This design comes from an exercise in tuning for a short achievable clock period and few clock cycles on the open sky130 flow, not from production work.
RTL that was checked went through simulation tests only; none was proved equivalent to the original.
Power is estimated from default activity; no workload was simulated.

Setup of the reference run:
Design jcpu8, start of the top module:
module jcpu8 (
    input  wire        clk,
    input  wire        rst,         
    input  wire        stall,       
    output wire [15:0] mem_addr,
    output wire        mem_we,
    output wire [7:0]  mem_wdata,
    input  wire [7:0]  mem_rdata,
    input  wire [7:0]  io0,
    output wire        io_event,
    output wire [7:0]  io_value,
    output wire        fault
);
Size: roughly 1,800 cells after synthesis, about 14,000 um2 of cells after synthesis.
clock: 6.0 ns
lec_check: 0
cap_margin: 20
core_margin: 2
core_utilization: 25
gpl_routability_driven: 1
place_density: 0.45
setup_slack_margin: 4.0
slew_margin: 20
synth_hierarchical: 1
synth_minimum_keep_size: 0
run.sh (not shown) runs the stock make flow with config.mk's settings and CLKGATE_MAP_FILE= SYNTH_SCRIPT=/design/flow/synth_recipe.tcl, a recipe that flattens the netlist after the stock synthesis.
Every stage of the flow completed for the reference run, and the final layout passed the timing, DRC and antenna checks.
Here is what was changed in the inputs of the trial run compared with the reference run.
diff --git a/flow/design.v b/flow/design.v
--- a/flow/design.v
+++ b/flow/design.v
@@ -149,25 +149,24 @@
                        .ra(ra), .rb(rb), .rc(rc), .rd(rd), .rl(rl), .rh(rh), .rf(rf),
                        .x(x_rd));
     wire [7:0]  rd_sel  = onehot(mem_rdata);
     wire [7:0]  x_a1    = rsel(a1_sel, ra, rb, rc, rd, rl, rh, rf);
     wire [7:0]  x_rf    = rsel(rf_sel, ra, rb, rc, rd, rl, rh, rf);
     wire [7:0]  opv     = imm ? mem_rdata : x_rd;
     wire [15:0] pc_inc  = addr_q + 16'd1;
     wire [15:0] sp_dec  = sp - 16'd1;
     wire [15:0] sp_inc  = sp + 16'd1;
     reg         sp_ok, sp_ffff, sp_zero;   
     wire [15:0] ls_addr = imm ? {arg1, mem_rdata} : {x_a1, x_rd};
-    wire [6:0]  zr = {~((|rf) | fl_v), ~|rh, ~|rl, ~|rd, ~|rc, ~|rb, ~|ra};
     wire        taken;
-    jcpu8_jnz u_jnz (.b(mem_rdata), .imm(imm), .zr(zr), .taken(taken));
+    jcpu8_jnz u_jnz (.b(mem_rdata), .imm(imm), .x(x_rd), .fl(fl_v), .taken(taken));
     wire        push_wait = fl_v && !imm;
     wire        go_ls  = pA2 && c_ls;
     wire        go_jnz = pA1 && c_jnz;
     wire [15:0] addr_early = pM ? ret_q :
                              (pA1 && c_push) ? sp_dec :
                              (pA1 && c_pop)  ? sp : pc_inc;
     wire [15:0] addr_next = go_ls ? ls_addr :
                             (go_jnz && taken) ? {rh, rl} : addr_early;
     wire        adv = !(pA1 && c_push && push_wait);
     wire [3:0]  nid = mem_rdata[3:0];
     always @(posedge clk) begin
@@ -351,23 +350,23 @@
         if (setup_ld) begin
             ex_sum <= 1'b0;
             ex_and <= 1'b0;
             ex_nor <= 1'b0;
             op2_q  <= mem_rdata;
         end
         end
     end
     always @(posedge clk) begin
         begin
             res_q     <= res;
-            fl_c      <= carry;
+            fl_c      <= ex_sum & sum[8];    
             fl_d_f    <= ex_d_f;
             fl_d_inv  <= ex_d_inv;
             fl_s_same <= ex_s_reg && !ex_s_hi && !ex_d_inv && ex_s_lo == ex_d_lo;
             fl_s_f    <= ex_s_reg && !ex_s_hi && ex_s_lo == 3'd6;
             fl_op2    <= op2_q;
         end
     end
 endmodule
 module jcpu8_bdec (
     input  wire [7:0] b,
     output wire       hi,      
@@ -392,18 +391,17 @@
             3'd4: x_lo = rl;
             3'd5: x_lo = rh;
             3'd6: x_lo = rf;
             default: x_lo = 8'hFF;
         endcase
     end
     assign x = x_lo | {8{hi}};
 endmodule
 module jcpu8_jnz (
     input  wire [7:0] b,
     input  wire       imm,
-    input  wire [6:0] zr,
+    input  wire [7:0] x,
+    input  wire       fl,
     output wire       taken
 );
-    wire [7:0] zr8 = {1'b0, zr};
-    wire       z   = (b[7:3] == 5'd0) && zr8[b[2:0]];
-    assign taken = imm ? |b : !z;
+    assign taken = imm ? |b : ((|x) || (fl && b == 8'd6));
 endmodule
### Flow results
Relative to the reference run, non-clock buffer count has decreased by 12% in the trial run.
The trial run reports its highest layer used for signal routing as met4 while the reference run reports met5.
Worst setup path startpoint: rf[5]$_SDFFE_PP0P_ -> the reference run, mem_rdata[5] -> the trial run
Count of clock-net buffers in the final layout ended up about 10% higher on the trial run than on the reference run.
Diff the reference run -> the trial run | detailed-route vias per instance | decrease of about 2.5%
Looking at proportion of power drawn by the clock network, the trial run sits 4.0 points above the reference run.
Where routed wire length is concerned, the reference run is outperformed by the trial run.
No run of this note included a check of the RTL's function; only the layout flow was run.


## run a
jcpu8, a different RTL version from the one above (not shown whole).
For scale: ~1800 cells after synthesis, roughly 54 I/O pins.
clock: 6.0 ns
lec_check: 0
abc_clock_period_in_ps: 2000
cap_margin: 20
core_margin: 2
core_utilization: 25
gpl_routability_driven: 1
place_density: 0.45
setup_slack_margin: 4.0
slew_margin: 20
Run a went all the way through the flow, and no timing, DRC or antenna check failed.
> inputs changed (run a -> run b)
diff --git a/flow/design.v b/flow/design.v
--- a/flow/design.v
+++ b/flow/design.v
@@ -139,14 +139,13 @@
     assign mem_addr  = addr_q;
     assign mem_we    = we_q;
     assign mem_wdata = wd_q;
     assign io_event  = ev_q;
     assign io_value  = ev_val;
     assign fault     = fault_q;
-    wire        hi_nz, any_nz;
-    jcpu8_bdec u_bdec (.b(mem_rdata), .hi(hi_nz), .any(any_nz));
+    wire        hi_nz = |mem_rdata[7:3];
     reg  [7:0]  x_lo;
     always @* begin
         case (mem_rdata[2:0])
             3'd0: x_lo = ra;
             3'd1: x_lo = rb;
             3'd2: x_lo = rc;
@@ -162,16 +161,17 @@
     wire [7:0]  x_a1    = rsel(a1_sel, ra, rb, rc, rd, rl, rh, rf);
     wire [7:0]  x_rf    = rsel(rf_sel, ra, rb, rc, rd, rl, rh, rf);
     wire [7:0]  opv     = imm ? mem_rdata : x_rd;
     wire [15:0] pc_inc  = addr_q + 16'd1;
     wire [15:0] sp_dec  = sp - 16'd1;
     wire [15:0] sp_inc  = sp + 16'd1;
-    reg         sp_ok, sp_ffff, sp_zero;   
+    wire        sp_ffff = &sp;             
+    wire        sp_zero = ~|sp;            
     wire [15:0] ls_addr = imm ? {arg1, mem_rdata} : {x_a1, x_rd};
     wire [7:0]  zr = {1'b0, ~((|rf) | fl_v), ~|rh, ~|rl, ~|rd, ~|rc, ~|rb, ~|ra};
-    wire        taken = imm ? any_nz : !(zr[mem_rdata[2:0]] && !hi_nz);
+    wire        taken = imm ? (|mem_rdata) : !(zr[mem_rdata[2:0]] && !hi_nz);
     wire        push_wait = fl_v && !imm;
     wire        go_ls  = pA2 && c_ls;
     wire        go_jnz = pA1 && c_jnz;
     wire [15:0] addr_early = pM ? ret_q :
                              (pA1 && c_push) ? sp_dec :
                              (pA1 && c_pop)  ? sp : pc_inc;
@@ -184,13 +184,13 @@
             pF <= 1'b1; pA1 <= 1'b0; pA2 <= 1'b0; pM <= 1'b0;
             addr_q <= 16'd0; we_q <= 1'b0;
             sp <= 16'd0;
             io_prev <= 8'd0; faulted <= 1'b0;
         end else if (active) begin
             if (adv) addr_q <= addr_next;
-            we_q <= (pA1 && c_push && !push_wait && sp_ok) ||
+            we_q <= (pA1 && c_push && !push_wait && sp_dec[15]) ||
                     (pA2 && c_sw && ls_addr[15]);
             if (pF) begin
                 if (io0 != io_prev) io_prev <= io0;
                 if (!is_defined(mem_rdata)) faulted <= 1'b1;
                 pF <= 1'b0; pA1 <= 1'b1;
             end
@@ -206,13 +206,13 @@
                 else      pF <= 1'b1;
             end
             if (pM) begin
                 pM <= 1'b0;
                 pF <= 1'b1;
                 if (c_push) begin
-                    if (!sp_ok) begin
+                    if (!sp_dec[15]) begin
                         faulted <= 1'b1;
                     end else begin
                         sp <= sp_dec;
                         if (sp_ffff) sp[7:0]  <= wd_q;
                         if (sp_zero) sp[15:8] <= wd_q;
                     end
@@ -234,13 +234,12 @@
             imm <= 1'b0;
             c_lw <= 1'b0; c_sw <= 1'b0; c_ls <= 1'b0; c_push <= 1'b0;
             c_pop <= 1'b0; c_jnz <= 1'b0; c_three <= 1'b0; c_mov <= 1'b0;
             c_and <= 1'b0; c_nor <= 1'b0; c_add <= 1'b0; c_adc <= 1'b0;
             c_cmp <= 1'b0; c_lda <= 1'b0;
             rf_sel <= 8'd0; arg1 <= 8'd0; a1_sel <= 8'd0;
-            sp_ok <= 1'b0; sp_ffff <= 1'b0; sp_zero <= 1'b0;
             wd_q <= 8'd0; ret_q <= 16'd0;
         end else begin
         if (pF) begin
             imm     <= mem_rdata[7];
             c_lw    <= nid == ID_LW;
             c_sw    <= nid == ID_SW;
@@ -254,15 +253,12 @@
             c_nor   <= nid == ID_NOR;
             c_add   <= nid == ID_ADD || nid == ID_ADC;
             c_adc   <= nid == ID_ADC;
             c_cmp   <= nid == ID_CMP;
             c_lda   <= nid == ID_LDA;
             rf_sel  <= onehot({5'd0, mem_rdata[6:4]});
-            sp_ok   <= sp_dec[15];
-            sp_ffff <= &sp;
-            sp_zero <= ~|sp;
         end
         if (pA1) begin
             arg1   <= mem_rdata;
             a1_sel <= rd_sel;
             wd_q   <= opv;
         end
@@ -270,13 +266,13 @@
             wd_q   <= x_rf;
         end
         if (pA1 || pA2) ret_q <= pc_inc;
         end
     end
     wire fault_set = active && ((pF && !is_defined(mem_rdata)) ||
-                                (pM && c_push && !sp_ok) ||
+                                (pM && c_push && !sp_dec[15]) ||
                                 (pM && c_sw && !addr_q[15]));
     wire ev_next   = active && pF && io0 != io_prev;
     always @(posedge clk) begin
         if (rst) begin
             ev_q    <= 1'b0;
             fault_q <= 1'b0;
@@ -374,14 +370,6 @@
             fl_s_same <= ex_s_reg && !ex_s_hi && !ex_d_inv && ex_s_lo == ex_d_lo;
             fl_s_f    <= ex_s_reg && !ex_s_hi && ex_s_lo == 3'd6;
             fl_op2    <= op2_q;
         end
     end
 endmodule
-module jcpu8_bdec (
-    input  wire [7:0] b,
-    output wire       hi,      
-    output wire       any      
-);
-    assign hi  = |b[7:3];
-    assign any = |b;
-endmodule
==> results.txt <==
The setup slack of run b is smaller than that of run a. Diff run a -> run b: net switching power figure now sits lower; number of antenna violations at the first check in global routing now sits higher. Between run b and run a, the required time of the worst setup path is higher for run b. Higher switching part of the total power was reported by run b, not run a. Utilization for run b is lower than for run a. Run b against run a: total wire length rose 1800 um, global-route wire length before repair rose 3.3%, sequential power about even, buffer and inverter count on the worst path fell 3, hold slack fell 0.0040 ns. Against run a as the reference, run b delivers a lower clock network contribution to total cell area. Last weighted congestion value of the routability-driven placer for run b is lower than for run a. Run b ends up with a final period demand of the worst path that is 0.038 ns higher than in run a.
Function was not checked in any run of this note: the RTL went through the layout flow alone.


jcpu8, a different RTL version from the one above (not shown whole).
Size: about 2,000 cells after synthesis, ~270 flip-flops, about 54 I/O pins, ~16,000 sq um of cells after synthesis.
Settings: LEC_CHECK=0, CAP_MARGIN=20, CORE_MARGIN=2, CORE_UTILIZATION=25, GPL_ROUTABILITY_DRIVEN=1, PLACE_DENSITY=0.45, SETUP_SLACK_MARGIN=4.0, SLEW_MARGIN=20, SYNTH_HIERARCHICAL=1, SYNTH_MINIMUM_KEEP_SIZE=0; clock period 6.0 ns.
Testbench counts at the start, summed over its fixed seeds: cycles 172,034.
Edit:
--- a/flow/design.v
+++ b/flow/design.v
@@ -162,14 +162,14 @@
                        .x(x_rd));
     wire [7:0]  rd_sel  = onehot(mem_rdata);
     wire [7:0]  x_a1    = rsel(a1_sel, ra, rb, rc, rd, rl, rh, rf);
     wire [7:0]  x_rf    = rsel(rf_sel, ra, rb, rc, rd, rl, rh, rf);
     wire [7:0]  opv     = imm ? mem_rdata : x_rd;
     wire [15:0] pc_inc  = addr_q + 16'd1;
-    wire [15:0] sp_dec  = sp - 16'd1;
-    wire [15:0] sp_inc  = sp + 16'd1;
+    wire [15:0] sp_dec_w = sp - 16'd1;
+    reg  [15:0] sp_dec, sp_inc;
     reg         sp_ok, sp_ffff, sp_zero;   
     wire [15:0] ls_addr = imm ? {arg1, mem_rdata} : {x_a1, x_rd};
     reg  [6:0]  rz_q;
     reg         res_z, hi_z;
     wire [6:0]  zr_e;
     assign zr_e[0] = e2_we[0] ? res_z : rz_q[0];
@@ -251,12 +251,13 @@
             c_lw <= 1'b0; c_sw <= 1'b0; c_ls <= 1'b0; c_push <= 1'b0;
             c_pop <= 1'b0; c_jnz <= 1'b0; c_three <= 1'b0; c_mov <= 1'b0;
             c_and <= 1'b0; c_nor <= 1'b0; c_add <= 1'b0; c_adc <= 1'b0;
             c_cmp <= 1'b0; c_lda <= 1'b0;
             rf_sel <= 8'd0; arg1 <= 8'd0; a1_sel <= 8'd0;
             sp_ok <= 1'b0; sp_ffff <= 1'b0; sp_zero <= 1'b0;
+            sp_dec <= 16'd0; sp_inc <= 16'd0;
             ret_q <= 16'd0;
         end else begin
         if (pF) begin
             imm     <= mem_rdata[7];
             c_lw    <= nid == ID_LW;
             c_sw    <= nid == ID_SW;
@@ -270,13 +271,15 @@
             c_nor   <= nid == ID_NOR;
             c_add   <= nid == ID_ADD || nid == ID_ADC;
             c_adc   <= nid == ID_ADC;
             c_cmp   <= nid == ID_CMP;
             c_lda   <= nid == ID_LDA;
             rf_sel  <= onehot({5'd0, mem_rdata[6:4]});
-            sp_ok   <= sp_dec[15];
+            sp_dec  <= sp - 16'd1;
+            sp_inc  <= sp + 16'd1;
+            sp_ok   <= sp_dec_w[15];
             sp_ffff <= &sp;
             sp_zero <= ~|sp;
         end
         if (pA1) begin
             arg1   <= mem_rdata;
             a1_sel <= rd_sel;
Effect: Power is higher by 12%. Sequential share of layout area is higher by 1.9 points. Worst setup slack is worse by 0.028 ns. Global-route usage is lower by 0.72 points. Utilization is lower by 0.54 points. Final area is higher by 2.7%.
The RTL of the second run of this note was laid out without a check of its function.


jcpu8, a different RTL version from the one above (not shown whole).
Settings: LEC_CHECK=0, CAP_MARGIN=20, CORE_MARGIN=2, CORE_UTILIZATION=25, GPL_ROUTABILITY_DRIVEN=1, PLACE_DENSITY=0.45, SETUP_SLACK_MARGIN=4.0, SLEW_MARGIN=20, SYNTH_HIERARCHICAL=1, SYNTH_MINIMUM_KEEP_SIZE=0; clock period 6.0 ns.
Then changed:
--- a/flow/design.v
+++ b/flow/design.v
@@ -136,38 +136,47 @@
             endcase
         end
     endfunction
     assign mem_addr  = addr_q;
     assign mem_we    = we_q;
     assign mem_wdata = wd_q;
     assign io_event  = ev_q;
     assign io_value  = ev_val;
     assign fault     = fault_q;
     wire        hi_nz, any_nz;
     jcpu8_bdec u_bdec (.b(mem_rdata), .hi(hi_nz), .any(any_nz));
-    wire [7:0]  x_rd;
-    jcpu8_xsel u_xsel (.s(mem_rdata[2:0]), .hi(hi_nz),
-                       .ra(ra), .rb(rb), .rc(rc), .rd(rd), .rl(rl), .rh(rh), .rf(rf),
-                       .x(x_rd));
+    reg  [7:0]  x_lo;
+    always @* begin
+        case (mem_rdata[2:0])
+            3'd0: x_lo = ra;
+            3'd1: x_lo = rb;
+            3'd2: x_lo = rc;
+            3'd3: x_lo = rd;
+            3'd4: x_lo = rl;
+            3'd5: x_lo = rh;
+            3'd6: x_lo = rf;
+            default: x_lo = 8'hFF;
+        endcase
+    end
+    wire [7:0]  x_rd    = x_lo | {8{hi_nz}};
     wire [7:0]  rd_sel  = onehot(mem_rdata);
     wire [7:0]  x_a1    = rsel(a1_sel, ra, rb, rc, rd, rl, rh, rf);
     wire [7:0]  x_rf    = rsel(rf_sel, ra, rb, rc, rd, rl, rh, rf);
     wire [7:0]  opv     = imm ? mem_rdata : x_rd;
     wire [15:0] pc_inc  = addr_q + 16'd1;
     wire [15:0] sp_dec  = sp - 16'd1;
     wire [15:0] sp_inc  = sp + 16'd1;
     reg         sp_ok, sp_ffff, sp_zero;   
     wire [15:0] ls_addr = imm ? {arg1, mem_rdata} : {x_a1, x_rd};
-    wire [6:0]  zr = {~((|rf) | fl_v), ~|rh, ~|rl, ~|rd, ~|rc, ~|rb, ~|ra};
-    wire        taken;
-    jcpu8_jnz u_jnz (.b(mem_rdata), .imm(imm), .zr(zr), .taken(taken));
+    wire [7:0]  zr = {1'b0, ~((|rf) | fl_v), ~|rh, ~|rl, ~|rd, ~|rc, ~|rb, ~|ra};
+    wire        taken = imm ? any_nz : !(zr[mem_rdata[2:0]] && !hi_nz);
     wire        push_wait = fl_v && !imm;
     wire        go_ls  = pA2 && c_ls;
     wire        go_jnz = pA1 && c_jnz;
     wire [15:0] addr_early = pM ? ret_q :
                              (pA1 && c_push) ? sp_dec :
                              (pA1 && c_pop)  ? sp : pc_inc;
     wire [15:0] addr_next = go_ls ? ls_addr :
                             (go_jnz && taken) ? {rh, rl} : addr_early;
     wire        adv = !(pA1 && c_push && push_wait);
     wire [3:0]  nid = mem_rdata[3:0];
     always @(posedge clk) begin
@@ -351,59 +360,28 @@
         if (setup_ld) begin
             ex_sum <= 1'b0;
             ex_and <= 1'b0;
             ex_nor <= 1'b0;
             op2_q  <= mem_rdata;
         end
         end
     end
     always @(posedge clk) begin
         begin
             res_q     <= res;
-            fl_c      <= ex_sum & sum[8];    
+            fl_c      <= carry;
             fl_d_f    <= ex_d_f;
             fl_d_inv  <= ex_d_inv;
             fl_s_same <= ex_s_reg && !ex_s_hi && !ex_d_inv && ex_s_lo == ex_d_lo;
             fl_s_f    <= ex_s_reg && !ex_s_hi && ex_s_lo == 3'd6;
             fl_op2    <= op2_q;
         end
     end
 endmodule
 module jcpu8_bdec (
     input  wire [7:0] b,
     output wire       hi,      
     output wire       any      
 );
     assign hi  = |b[7:3];
     assign any = |b;
 endmodule
-module jcpu8_xsel (
-    input  wire [2:0] s,
-    input  wire       hi,
-    input  wire [7:0] ra, rb, rc, rd, rl, rh, rf,
-    output wire [7:0] x
-);
-    reg [7:0] x_lo;
-    always @* begin
-        case (s)
-            3'd0: x_lo = ra;
-            3'd1: x_lo = rb;
-            3'd2: x_lo = rc;
-            3'd3: x_lo = rd;
-            3'd4: x_lo = rl;
-            3'd5: x_lo = rh;
-            3'd6: x_lo = rf;
-            default: x_lo = 8'hFF;
-        endcase
-    end
-    assign x = x_lo | {8{hi}};
-endmodule
-module jcpu8_jnz (
-    input  wire [7:0] b,
-    input  wire       imm,
-    input  wire [6:0] zr,
-    output wire       taken
-);
-    wire [7:0] zr8 = {1'b0, zr};
-    wire       z   = (b[7:3] == 5'd0) && zr8[b[2:0]];
-    assign taken = imm ? |b : !z;
-endmodule
Result:
- global-route usage shrinks by 1.4 points
- hold slack gets worse by 49 ps
- cell area falls by 2.6%
- cell count came out lower by 1.4%
- synthesized cell count goes down by 0.93%
- worst setup slack gains 190 ps
- routed wire length goes down by 6.4%
- count of clock-buffer cells in the layout goes down by 10
- die area shrinks by 1.1%
- via count goes down by 4.2%
- first-iteration DRC count decreases by 22%
Function was not checked in any run of this note: the RTL went through the layout flow alone.

## separate check: timing with driven ports
The flow's constraints put no driver on any port. The routed layouts listed below were extracted and timed again, unchanged, in two steps.
Step 1 (the two cells are an assumption about what drives the block):
set clk [get_ports {clk}]
set_driving_cell -lib_cell sky130_fd_sc_hd__clkbuf_16 $clk
set_driving_cell -lib_cell sky130_fd_sc_hd__buf_2 [delete_from_list [all_inputs] $clk]
Step 2 moves the port delays by t, midway between the first and last clock arrival at a register: inputs arrive t later, outputs are due t later. That takes back most of the time a late clock gives input paths.
a / b / c = ideal / step 1 / step 2; a / b = the first two.
| run | t, ns | slack for setup (ns) | worst setup path at the end | latest minus earliest clock arrival (ns) |
|---|---|---|---|---|
| the reference run | 0.634 | 3.198 / 3.182 / 2.548 | input to register | 0.030 / 0.030 |
| the trial run | 0.640 | 2.357 / 2.376 / 1.736 | input to register | 0.040 / 0.040 |
| run a | 0.596 | 3.320 / 3.333 / 2.737 | input to register | 0.020 / 0.020 |
| run b | 0.629 | 3.282 / 3.282 / 2.695 | input to register | 0.022 / 0.021 |
| the first run of note 3 | 0.654 | 3.509 / 3.404 / 2.750 | input to register | 0.028 / 0.028 |
| the second run of note 3 | 0.610 | 3.481 / 3.325 / 2.715 | input to register | 0.022 / 0.022 |
| the first run of note 4 | 0.583 | 3.218 / 3.218 / 2.687 | input to register | 0.033 / 0.033 |
| the second run of note 4 | 0.635 | 3.411 / 3.404 / 2.768 | input to register | 0.035 / 0.035 |
After both steps every run listed still meets setup and hold. For the second run of note 3, which loses most, drivers alone change the setup slack by -0.156 ns; drivers and shift together by -0.766 ns.
